Source: an optimization exercise on an open RTL-to-GDS flow (aim: small area). Production flows keep margins and buffers that such runs may drop. In this exercise RTL edits were held to simulation tests only and were not proved equivalent to the original. Power and IR drop assume default switching activity.

File: flow/run.sh
#!/bin/bash
set -euo pipefail
export BUFFER_PORTS_ARGS="-buffer_cell sky130_fd_sc_hd__buf_1"
export CTS_ARGS="-sink_clustering_enable -repair_clock_nets -dont_use_dummy_load -buf_list sky130_fd_sc_hd__clkbuf_8 -sink_clustering_size 16 -sink_clustering_max_diameter 50"
bash standard.sh > standard_make.log 2>&1
File: standard.sh
#!/bin/bash
# synth_recipe.tcl (not shown) runs the flow's synth.tcl, then flattens the netlist and writes it again
# the make line also repeats each setting of config.mk as NAME=value (left out here)
make -C /OpenROAD-flow-scripts/flow DESIGN_CONFIG=/design/flow/config.mk WORK_HOME=/design/flow/orfs CLKGATE_MAP_FILE= SYNTH_SCRIPT=/design/flow/synth_recipe.tcl "${@:-finish}"
File: config.mk
export PLATFORM = sky130hd
export DESIGN_NAME = pcf2127_rrc
export DESIGN_NICKNAME = pcf2127_rrc
export VERILOG_FILES = /design/flow/design.v
export SDC_FILE = /design/flow/constraint.sdc
export NUM_CORES = 4
export LEC_CHECK = 0
export ABC_AREA = 1
export CAP_MARGIN = 20
export CORE_MARGIN = 2
export CORE_UTILIZATION = 40
export PLACE_DENSITY = 0.6
export SLEW_MARGIN = 20
File: constraint.sdc
create_clock -name core_clock -period 14.0 [get_ports {clk}]
set_input_delay 2.8000 -clock core_clock [delete_from_list [all_inputs] [get_ports {clk}]]
set_output_delay 2.8000 -clock core_clock [all_outputs]
set_load 0.01 [all_outputs]
File: design.v
module pcf2127_rrc (
    input  wire        clk,
    input  wire        rst,
    input  wire        cmd_valid,
    input  wire [55:0] cmd_word,
    output wire        busy,
    output reg         done,
    output reg  [2:0]  status,
    output reg         bus_init,
    output reg  [7:0]  bus_selid,
    output reg         sel,
    output wire        xfer_req,
    output wire        xfer_rd,
    output wire [7:0]  xfer_txd,
    input  wire        xfer_ack,
    input  wire        xfer_err,
    input  wire [7:0]  xfer_rxd,
    output wire        diag_valid,
    output wire [4:0]  diag_idx,
    output wire [7:0]  diag_val,
    output reg  [7:0]  t_second,
    output reg  [7:0]  t_minute,
    output reg  [7:0]  t_hour,
    output reg  [7:0]  t_day,
    output reg  [7:0]  t_weekday,
    output reg  [7:0]  t_month,
    output reg  [7:0]  t_year
);
    localparam [2:0] S_IDLE  = 3'd0;
    localparam [2:0] S_START = 3'd1;    
    localparam [2:0] S_ADDR  = 3'd2;    
    localparam [2:0] S_DATA  = 3'd3;    
    localparam [2:0] S_SLOT  = 3'd4;    
    localparam [2:0] S_WAIT  = 3'd5;    
    localparam [2:0] S_WALK  = 3'd6;    
    localparam [2:0] K_END  = 3'd0;
    localparam [2:0] K_RD   = 3'd1;
    localparam [2:0] K_WR   = 3'd2;
    localparam [2:0] K_WAIT = 3'd3;
    localparam [2:0] K_WALK = 3'd4;
    reg  [207:0] ring;
    reg  [2:0]   state;
    reg  [2:0]   step;
    reg  [3:0]   opc;
    reg  [4:0]   k;
    reg  [4:0]   pos;
    reg  [7:0]   tx;
    reg          inited;
    wire [7:0] r0  = ring[7:0];
    wire [7:0] r1  = ring[15:8];
    wire [7:0] r19 = ring[159:152];
    wire [7:0] r20 = ring[167:160];
    function [4:0] add4;
        input [3:0] a, b;
        input       ci;
        integer i;
        reg c;
        begin
            c = ci;
            for (i = 0; i < 4; i = i + 1) begin
                add4[i] = a[i] ^ b[i] ^ c;
                c = (a[i] & b[i]) | (c & (a[i] ^ b[i]));
            end
            add4[4] = c;
        end
    endfunction
    function le8;                        
        input [7:0] a, b;
        integer i;
        reg lt, eq;
        begin
            lt = 1'b0;
            eq = 1'b1;
            for (i = 7; i >= 0; i = i - 1) begin
                lt = lt | (eq & ~a[i] & b[i]);
                eq = eq & ~(a[i] ^ b[i]);
            end
            le8 = lt | eq;
        end
    endfunction
    function [4:0] inc5;
        input [4:0] a;
        integer i;
        reg c;
        begin
            c = 1'b1;
            for (i = 0; i < 5; i = i + 1) begin
                inc5[i] = a[i] ^ c;
                c = a[i] & c;
            end
        end
    endfunction
    function [3:0] inc4;
        input [3:0] a;
        input       ci;
        integer i;
        reg c;
        begin
            c = ci;
            for (i = 0; i < 4; i = i + 1) begin
                inc4[i] = a[i] ^ c;
                c = a[i] & c;
            end
        end
    endfunction
    wire [7:0] c_opc = cmd_word[55:48];
    reg        c_inrange;
    always @(*) begin
        case (c_opc)
            8'h05: c_inrange = le8(cmd_word[47:40], 8'd99) && le8(cmd_word[39:32], 8'd12) &&
                               le8(cmd_word[31:24], 8'd31) && le8(cmd_word[23:16], 8'd23) &&
                               le8(cmd_word[15:8], 8'd59)  && le8(cmd_word[7:0], 8'd59);
            8'h08: c_inrange = le8(cmd_word[31:24], 8'd59) && le8(cmd_word[23:16], 8'd59) &&
                               le8(cmd_word[15:8], 8'd23)  && le8(cmd_word[7:0], 8'd31);
            8'h0C: c_inrange = le8(cmd_word[15:8], 8'd59);    
            default: c_inrange = 1'b1;
        endcase
    end
    wire c_illegal = (|c_opc[7:4]) | (&c_opc[3:0]);
    wire c_init    = (c_opc == 8'h00);
    wire c_go      = !c_illegal && !c_init && inited && c_inrange;
    wire [2:0] c_code = c_illegal ? 3'd1 : c_init ? 3'd0 : !inited ? 3'd2 : 3'd3;
    reg [2:0] u_kind;
    reg [4:0] u_idx;
    reg [4:0] u_last;
    always @(*) begin
        u_kind = K_END;
        u_idx  = 5'h01;
        u_last = 5'd0;
        case (opc)
            4'h1: if (step == 3'd0) begin u_kind = K_WR; u_idx = 5'h00; u_last = 5'd25; end
            4'h2: case (step)
                    3'd0: begin u_kind = K_RD;   u_idx = 5'h0F; end
                    3'd1: begin u_kind = K_WR;   u_idx = 5'h0F; end
                    3'd2: begin u_kind = K_WAIT;                end
                    3'd3: begin u_kind = K_RD;   u_idx = 5'h0F; end
                    3'd4: begin u_kind = K_WR;   u_idx = 5'h0F; end
                    default: ;
                  endcase
            4'h3: case (step)
                    3'd0: begin u_kind = K_RD; u_idx = 5'h02; end
                    3'd1: begin u_kind = K_RD; u_idx = 5'h12; end
                    3'd2: begin u_kind = K_WR; u_idx = 5'h0F; end
                    3'd3: begin u_kind = K_WR; u_idx = 5'h02; end
                    3'd4: begin u_kind = K_WR; u_idx = 5'h12; end
                    default: ;
                  endcase
            4'h4: case (step)
                    3'd0: begin u_kind = K_RD;   u_idx = 5'h00; u_last = 5'd25; end
                    3'd1: begin u_kind = K_WALK;                u_last = 5'd25; end
                    default: ;
                  endcase
            4'h5: if (step == 3'd0) begin u_kind = K_WR; u_idx = 5'h03; u_last = 5'd6; end
            4'h6: case (step)
                    3'd0: begin u_kind = K_RD;   u_idx = 5'h03; u_last = 5'd6; end
                    3'd1: begin u_kind = K_WALK;                u_last = 5'd6; end
                    default: ;
                  endcase
            4'h7, 4'h9, 4'hB, 4'hD:
                  case (step)
                    3'd0: u_kind = K_RD;
                    3'd1: u_kind = K_WR;
                    default: ;
                  endcase
            4'h8, 4'hA:
                  case (step)
                    3'd0: u_kind = K_RD;
                    3'd1: u_kind = K_WR;
                    3'd2: begin u_kind = K_WR; u_idx = 5'h0A; u_last = 5'd4; end
                    default: ;
                  endcase
            4'hC: case (step)
                    3'd0: u_kind = K_RD;
                    3'd1: u_kind = K_WR;
                    3'd2: begin u_kind = K_RD; u_idx = 5'h10; end
                    3'd3: begin u_kind = K_WR; u_idx = 5'h10; u_last = 5'd1; end
                    default: ;
                  endcase
            4'hE: case (step)
                    3'd0: u_kind = K_RD;
                    3'd1: u_kind = K_WR;
                    3'd2: begin u_kind = K_WR; u_idx = 5'h10; u_last = 5'd1; end
                    default: ;
                  endcase
            default: ;
        endcase
    end
    wire u_rd   = (u_kind == K_RD);
    wire u_lastk = (k == u_last);
    reg [4:0] u_slot;
    always @(*) begin
        u_slot = k;
        case (opc)
            4'h2: u_slot = (step[2] | (step[1] & step[0])) ? 5'd7 : 5'd6;
            4'h3: u_slot = (step == 3'd1 || step == 3'd4) ? 5'd7 : 5'd6;
            4'h5: u_slot = (k[2] && k[1:0] != 2'd0) ? {3'b001, 1'b0, k[1]} : k;
            4'h8: u_slot = (step == 3'd2) ? {3'd0, ~k[1:0]} : 5'd6;
            4'hC: u_slot = step[1] ? 5'd7 : 5'd6;
            4'h1, 4'h4, 4'h6: u_slot = k;
            default: u_slot = 5'd6;
        endcase
    end
    function [3:0] add3;
        input [3:0] x;
        add3 = {x[3] | (x[2] & (x[1] | x[0])),
                (x[2] & ~x[1] & ~x[0]) | (x[3] & x[0]),
                (~x[3] & ~x[2] & x[1]) | (x[2] & x[1] & x[0]) | (x[3] & ~x[0]),
                (~x[3] & ~x[2] & x[0]) | (x[2] & x[1] & ~x[0]) | (x[3] & ~x[0])};
    endfunction
    wire [3:0] bc1 = add3({1'b0, r0[6:4]});
    wire [3:0] bc2 = add3({bc1[2:0], r0[3]});
    wire [3:0] bc3 = add3({bc2[2:0], r0[2]});
    wire [3:0] bc4 = add3({bc3[2:0], r0[1]});
    wire [7:0] bcd = {bc1[3], bc2[3], bc3[3], bc4[3], bc4[2:0], r0[0]};
    wire [4:0] fb_s  = add4(r0[7:4], {1'b0, r0[3:1]}, 1'b0);      
    wire [4:0] fb_t  = add4(r0[7:4], {1'b0, fb_s[4:2]}, 1'b0);
    wire [7:0] frombcd = {fb_t[4:0], fb_s[1:0], r0[0]};
    reg [7:0] am, om;
    reg       use_bcd;
    always @(*) begin
        am = 8'hFF;
        om = 8'h00;
        use_bcd = 1'b0;
        case (opc)
            4'h1: begin
                am = 8'h00;
                om[0] = (k == 5'd6) || (k == 5'd8) || (k == 5'd15) || (k == 5'd16) ||
                        (k == 5'd22) || (k == 5'd23);
                om[1] = (k == 5'd7) || (k == 5'd15) || (k == 5'd16);
                om[2] = (k == 5'd7) || (k == 5'd15);
                om[3] = (k == 5'd25);
                om[6] = (k == 5'd18);
                om[7] = (k == 5'd10) || (k == 5'd11) || (k == 5'd12) || (k == 5'd13) || (k == 5'd14);
            end
            4'h2: if (step[2]) am = ~8'h20; else om = 8'h20;
            4'h3: case (step)
                    3'd2: begin am = 8'h00; om = 8'h07; end
                    3'd3: om = 8'hE0;
                    default: om = 8'h40;
                  endcase
            4'h5: begin use_bcd = 1'b1; if (k == 5'd4) am = 8'h00; end
            4'h7: om = 8'h02;
            4'h8: if (step == 3'd1) om = 8'h02;
                  else begin use_bcd = 1'b1; if (k == 5'd4) begin am = 8'h00; om = 8'h80; end end
            4'h9: am = ~8'h10;
            4'hA: if (step == 3'd1) am = ~8'h02; else begin am = 8'h00; om = 8'h80; end
            4'hB: om = 8'h01;
            4'hC: if (step == 3'd1) om = 8'h01;
                  else if (!k[0]) begin am = ~8'hC3; om = {7'b0100001, ~cdt_le60}; end
                  else begin am = 8'h00; om = cdt_ticks; end
            4'hD: am = ~8'h08;
            4'hE: if (step == 3'd1) am = ~8'h01;
                  else begin am = 8'h00; om = k[0] ? 8'h00 : 8'h03; end
            default: ;
        endcase
    end
    wire [7:0] wdata = ((use_bcd ? bcd : r0) & am) | om;
    wire [7:0] p_lo = r19;
    wire [7:0] p_hi = r20;
    wire       cdt_le60 = (p_hi[5:0] == 6'd0) && le8(p_lo, 8'd60);
    wire [3:0] dd2 = p_hi[5:2];
    wire [3:0] dd1 = {p_hi[1:0], p_lo[7:6]};
    wire [3:0] dd0 = p_lo[5:2];
    wire [4:0] ds1 = add4(dd2, dd1, 1'b0);
    wire       dc1 = ds1[4] | (&ds1[3:0]);
    wire [3:0] dq1 = inc4(dd2, dc1);
    wire [3:0] dr2 = inc4(ds1[3:0], dc1);
    wire [4:0] ds2 = add4(dr2, dd0, 1'b0);
    wire       dc2 = ds2[4] | (&ds2[3:0]);
    wire [3:0] dq0 = inc4(dr2, dc2);
    wire [7:0] cdt_ticks = cdt_le60 ? p_lo : {dq1, dq0};
    wire hit = (pos == u_slot);
    wire [4:0] k_inc    = inc5(k);
    wire [2:0] step_inc = {step[2] ^ (step[1] & step[0]), step[1] ^ step[0], ~step[0]};
    assign busy       = (state != S_IDLE);
    assign xfer_req   = (state == S_ADDR) || (state == S_DATA);
    assign xfer_rd    = (state == S_DATA) && u_rd;
    assign xfer_txd   = tx;
    assign diag_valid = (state == S_WALK) && !opc[1] && hit;
    assign diag_idx   = k;
    assign diag_val   = r0;
    wire accept = (state == S_IDLE) && cmd_valid;
    reg [7:0] tail;
    always @(*) begin
        tail = r0;
        if (state == S_SLOT && u_rd && hit)
            tail = tx;
    end
    always @(posedge clk) begin
        ring <= {tail, ring[207:8]};
        if (accept) begin
            ring[7:0]   <= cmd_word[7:0];
            ring[14:8]  <= {1'b0, cmd_word[13:8]};
            ring[22:16] <= {1'b0, cmd_word[21:16]};
            ring[30:24] <= {1'b0, cmd_word[29:24]};
            ring[38:32] <= {3'b000, cmd_word[35:32]};
            ring[46:40] <= cmd_word[46:40];
        end
        pos <= (pos == 5'd25) ? 5'd0 : inc5(pos);
        if (accept)
            pos <= 5'd0;
    end
    always @(posedge clk) begin
        if (rst) begin
            state    <= S_IDLE;
            inited   <= 1'b0;
            status   <= 3'd0;
            done     <= 1'b0;
            sel      <= 1'b0;
            bus_init <= 1'b0;
        end else begin
            done     <= 1'b0;
            bus_init <= 1'b0;
            case (state)
                S_IDLE: begin
                    if (cmd_valid) begin
                        opc  <= c_opc[3:0];
                        step <= 3'd0;
                        if (c_go) begin
                            state <= S_START;
                        end else begin
                            status <= c_code;
                            done   <= 1'b1;
                            if (c_init) begin
                                bus_selid <= cmd_word[7:0];
                                bus_init  <= 1'b1;
                                inited    <= 1'b1;
                            end
                        end
                    end
                end
                S_START: begin
                    k <= 5'd0;
                    case (u_kind)
                        K_RD, K_WR: begin
                            sel   <= 1'b1;
                            tx    <= {u_rd, 2'b01, u_idx};
                            state <= S_ADDR;
                        end
                        K_WAIT: state <= S_WAIT;
                        K_WALK: state <= S_WALK;
                        default: begin
                            status <= 3'd0;
                            done   <= 1'b1;
                            state  <= S_IDLE;
                        end
                    endcase
                end
                S_ADDR: begin
                    if (xfer_err) begin
                        sel    <= 1'b0;
                        status <= 3'd4;
                        done   <= 1'b1;
                        state  <= S_IDLE;
                    end else if (xfer_ack) begin
                        state <= u_rd ? S_DATA : S_SLOT;
                    end
                end
                S_SLOT: begin
                    if (hit) begin
                        if (u_rd) begin
                            if (!sel) begin
                                step  <= step_inc;
                                state <= S_START;
                            end else begin
                                k     <= k_inc;
                                state <= S_DATA;
                            end
                        end else begin
                            tx    <= wdata;
                            state <= S_DATA;
                        end
                    end
                end
                S_DATA: begin
                    if (xfer_err) begin
                        sel    <= 1'b0;
                        status <= 3'd4;
                        done   <= 1'b1;
                        state  <= S_IDLE;
                    end else if (xfer_ack) begin
                        if (u_lastk) sel <= 1'b0;
                        if (u_rd) begin
                            tx    <= xfer_rxd;
                            state <= S_SLOT;
                        end else if (u_lastk) begin
                            step  <= step_inc;
                            state <= S_START;
                        end else begin
                            k     <= k_inc;
                            state <= S_SLOT;
                        end
                    end
                end
                S_WAIT: begin
                    if (pos == 5'd0) begin
                        k <= k_inc;
                        if (k == 5'd4) begin
                            step  <= step_inc;
                            state <= S_START;
                        end
                    end
                end
                S_WALK: begin
                    if (hit) begin
                        k <= k_inc;
                        if (u_lastk) begin
                            step  <= step_inc;
                            state <= S_START;
                        end
                    end
                end
                default: state <= S_IDLE;
            endcase
        end
    end
    always @(posedge clk) begin
        if (state == S_WALK && opc[1] && hit) begin
            t_year    <= frombcd;
            t_month   <= t_year;
            t_weekday <= t_month;
            t_day     <= t_weekday;
            t_hour    <= t_day;
            t_minute  <= t_hour;
            t_second  <= t_minute;
        end
    end
endmodule
==> run notes <==
per-stage QoR:
step	total power, mW	cell area, µm²
5_1_grt	1.67	12600
3_3_place_gp	1.15	12200
4_1_cts	1.62	12600
6_report	1.59	12600
2_1_floorplan	1.11	11200
3_5_place_dp	1.16	12200
layout by cell type (no fill, tap or decap), types with 3 or more instances in the layout:
cell type and instances:
mux2_2 33, o22ai_1 6, o21a_1 3, nor2_1 134, inv_2 4, a211oi_1 4
clkbuf_8 30, nand4_1 14, o21ai_0 49, a21oi_1 33, nor4_1 5, buf_4 6
ha_1 32, edfxtp_1 84, a31oi_1 3, xnor2_1 4, dfxtp_1 223, nand2_1 207
nand2_2 6, buf_1 163, inv_1 107, nor3_1 13, nor2_4 3, nor2_2 5
nand3_1 66, fa_1 10
state kept, by name, indices dropped and copies added (netlist names), 8 cells and up:
| name | count |
|---|---|
| ring | 208 |
| bus_selid | 8 |
| t_day | 8 |
| t_hour | 8 |
| t_minute | 8 |
| t_month | 8 |
| t_second | 8 |
| t_weekday | 8 |
| t_year | 8 |
| tx | 8 |
worst max-delay path by stage:
stage | depth (start not counted) | from | endpoint | slack [ns]
after floorplan | 14 | k[0] | t_day[0] | 7.95
after CTS | 14 | k[0] | diag_valid | 8.16
final | 14 | k[0] | diag_valid | 8.19
after detailed placement | 23 | ring[162] | tx[3] | 8.70
after global placement | 14 | k[0] | diag_valid | 8.82
after global routing | 12 | k[0] | diag_valid | 7.89
power by group:
group          leakage (nW)  internal, mW  switching (mW)
registers              2.64         0.970          0.0255
logic                  2.41        0.0570          0.0847
clock network         0.216         0.189           0.265
total                  5.26          1.22           0.375
final cells by class:
type                            instances  area (µm²)
Clock buffer                           30         413
Fill cell                            2691       15100
Inverter                              112         423
Multi-Input combinational cell        654        3620
Sequential cell                       307        6990
Tap cell                              378         473
Timing Repair Buffer                  169         657
layer usage:
| metal | share of wire [%] | wire length, µm | track usage, % | vias up |
|---|---|---|---|---|
| li1 | - | - | - | 3936 |
| met1 | 46 | 12500 | 24.4 | 3727 |
| met2 | 44 | 11900 | 29.2 | 269 |
| met3 | 6.8 | 1840 | 2.96 | 48 |
| met4 | 2.8 | 760 | 6.08 | 0 |
| met5 | 0 | 0 | 0 | - |
cells by family (layout without fill, tap and decap cells):
| logic type | count (synthesis) | after routing | synth area share [%] |
|---|---|---|---|
| xor gates and xnor gates | 5 | 5 | 0.393 |
| DFF | 307 | 307 | 62.7 |
| muxes | 33 | 33 | 3.33 |
| buffers and inverters | 136 | 311 | 4.97 |
| AOI/OAI and AO/OA | 113 | 113 | 5.72 |
| and+or+nand+nor | 461 | 461 | 17.5 |
| adders and majority gates | 42 | 42 | 5.39 |
==> metrics.md <==
| Metric | Value |
|---|---|
| Status | finished clean |
| Clock skew | around 0.083 ns |
| Syn. warnings | 1 |
| Critical path launch point type | flop |
| Avg Inst Size Synth | ~10 µm² |
| Std cell rows | 61 |
| Clk root buf | clkbuf_8 |
| Hold Path End | ring[175] |
| Worst r2r path cells | 23 |
| CP Capture Type | output pin |
| Detail Route Antenna Nets | 0 |
| Final TNS setup | 0 ns |
| Hold slack final | ~0.27 ns |
| Slew headroom | 53.4% |
| Inst Count DP | about 1600 |
| Arr. time, crit path | roughly 3.0 ns |
| Final core occ | between 40% and 50% |
| Mapped Nets | roughly 1200 |
| Main synth FF type | dfxtp_1 |
| Clock Latency Late Sink | between 0.5 and 0.6 ns |
| HP Start | ring[183] |
| Core ar. | roughly 0.028 mm² |
| Die Span Y | between 150 and 200 µm |
| Grt total ovfl | 0 |
| Synth area leader | dfxtp_1 |
| Final min period | slightly below 6 ns |
| Cell with the most instances after synthesis | dfxtp_1 |
| Diodes inserted | 0 |
| Slowest CP cell | edfxtp_1 |
| R2R Path End | tx[2] |
| Synth Instances | between 1000 and 1500 |
| H-tree depth | 1 |
| Final worst setup slack | between 8 and 9 ns |
| Worst Hold Path Cells | 0 |
| Worst slew pin tran | roughly 0.70 ns |
| DRT Pass-1 Iters | 7 |
| Peak VDD IR | about 0.062 mV |
| DPL Wire Length | 20600 µm |
| Critical R2R Launch | ring[162] |
| Critical path, cell by cell | inv_1 -> ha_1 -> nor2_1 -> inv_1 -> nand3_1 -> nand2_1 -> nand2_1 -> nand2_1 -> inv_1 -> nand2_1 -> nor2_1 -> nand3_1 -> nor3_1 -> buf_1 |
| Total Routed Length | 27000 µm |
| RSZ-0062 raised after global routing | false |
| Most frequent CP cell | nand2_1 |
| # port buffers | 163 |
| Initial Utilization | 40.4% |
| Nets | between 1000 and 1500 |
| Max frequency | roughly 170 MHz |
| Critical path's top delay family | simple AND/OR/NAND/NOR gates |
| Place WS | approximately 8.7 ns |
| Vias in the first global route | ~7500 |
| Num ports | 164 |
| Max FO, Critical Path | 11 |
| Ratio of cells with drive above 1 in the final layout | roughly 7.3% |
| CTS tree | built |
| CTS hold repair buffers | 0 |
| Routed WL per cell | ~16 µm |
| Crit Path Class | flop to output pin |
| Critical Path RT | between 10 and 15 ns |
| Routability cong. | 0.899 |
| Synth cell count leaders | 223 x dfxtp_1, 208 x nand2_1, 134 x nor2_1 |
| Post-synth EDFFs | 84 |
| CTS Buffer Depth | 3 |
| Post-Layout Cell Count | 1650 |
| Vias per std cell | just under 5 |
| Max-cap violations | 0 |
| Slew Limit Fails | 0 |
| Global-route usage over all layers | around 18% |
| CP max stage delay | 0.63 ns |
| Die X | 171 µm |
| Mapped cell area | between 0.01 and 0.015 mm² |
| Initial antenna violation count | 0 |
| Synthesis-to-layout area growth | 12.8% |
| Sink Count | between 300 and 400 |
| DRC | 0 |
| DRT iter0 DRCs | about 690 |
| Buffers & Inverters on Critical Path | 4 |
| Largest net degree at the start of global routing | between 50 and 60 |
| Yosys reg bits | 307 |
| Power Density | roughly 130 mW/mm² |
| Post-synthesis sequential area ratio | about 63% |
| Leak | between 5 and 6 nW |
| Setup repair bufs after CTS | 0 |
| CTS buffer count | 30 |
| Cell variety after synth | 46 |
| Worst R2R Setup Slack | roughly 8.6 ns |
| Final setup violating endpoints | 0 |
| First-pass GRT wire length | ~40000 µm |
| Area share of the leading cell type in the synthesized netlist | about two fifths |
| Period utilisation layout | approximately two fifths |
| Worst-path clk slew | roughly 0.090 ns |
| Tightest Hold Check Type | flop to flop |
| Post-synthesis async set-or-reset flop share | 0% |
| Vias post-DR | 7980 |
| Main area contributors after synthesis | dfxtp_1 40%, edfxtp_1 23%, nand2_1 7.0%, nor2_1 4.5%, inv_1 3.6% |
| Hold Fails Final Rpt | 0 |
| Die Footprint | 0.0292 mm² |
| Post-CTS Resized | 0 |

[separate check: timing with driven ports]
No port has a modelled driver above. Below, the same layout with a new extraction and two added sets of constraints.
Step 1 sets driving cells, clkbuf_16 on the clock port and buf_2 on the other inputs (assumed; they add their load-dependent delay and slew).
Step 2, shift: input delay + t, output delay - t, t = (earliest + latest rising clock arrival at the registers) / 2. This alone moves slack from input paths to output paths.
a / b / c = ideal / step 1 / step 2; a / b = the first two.
t, ns: 0.585
slack for setup (ns): 8.194 / 8.154 / 8.641
worst setup path at the end: register to register
worst data-port slew with drivers (ns): 0.06
After both steps setup and hold are still met in this run. For this run, drivers alone change the setup slack by -0.040 ns; drivers and shift together by +0.447 ns.
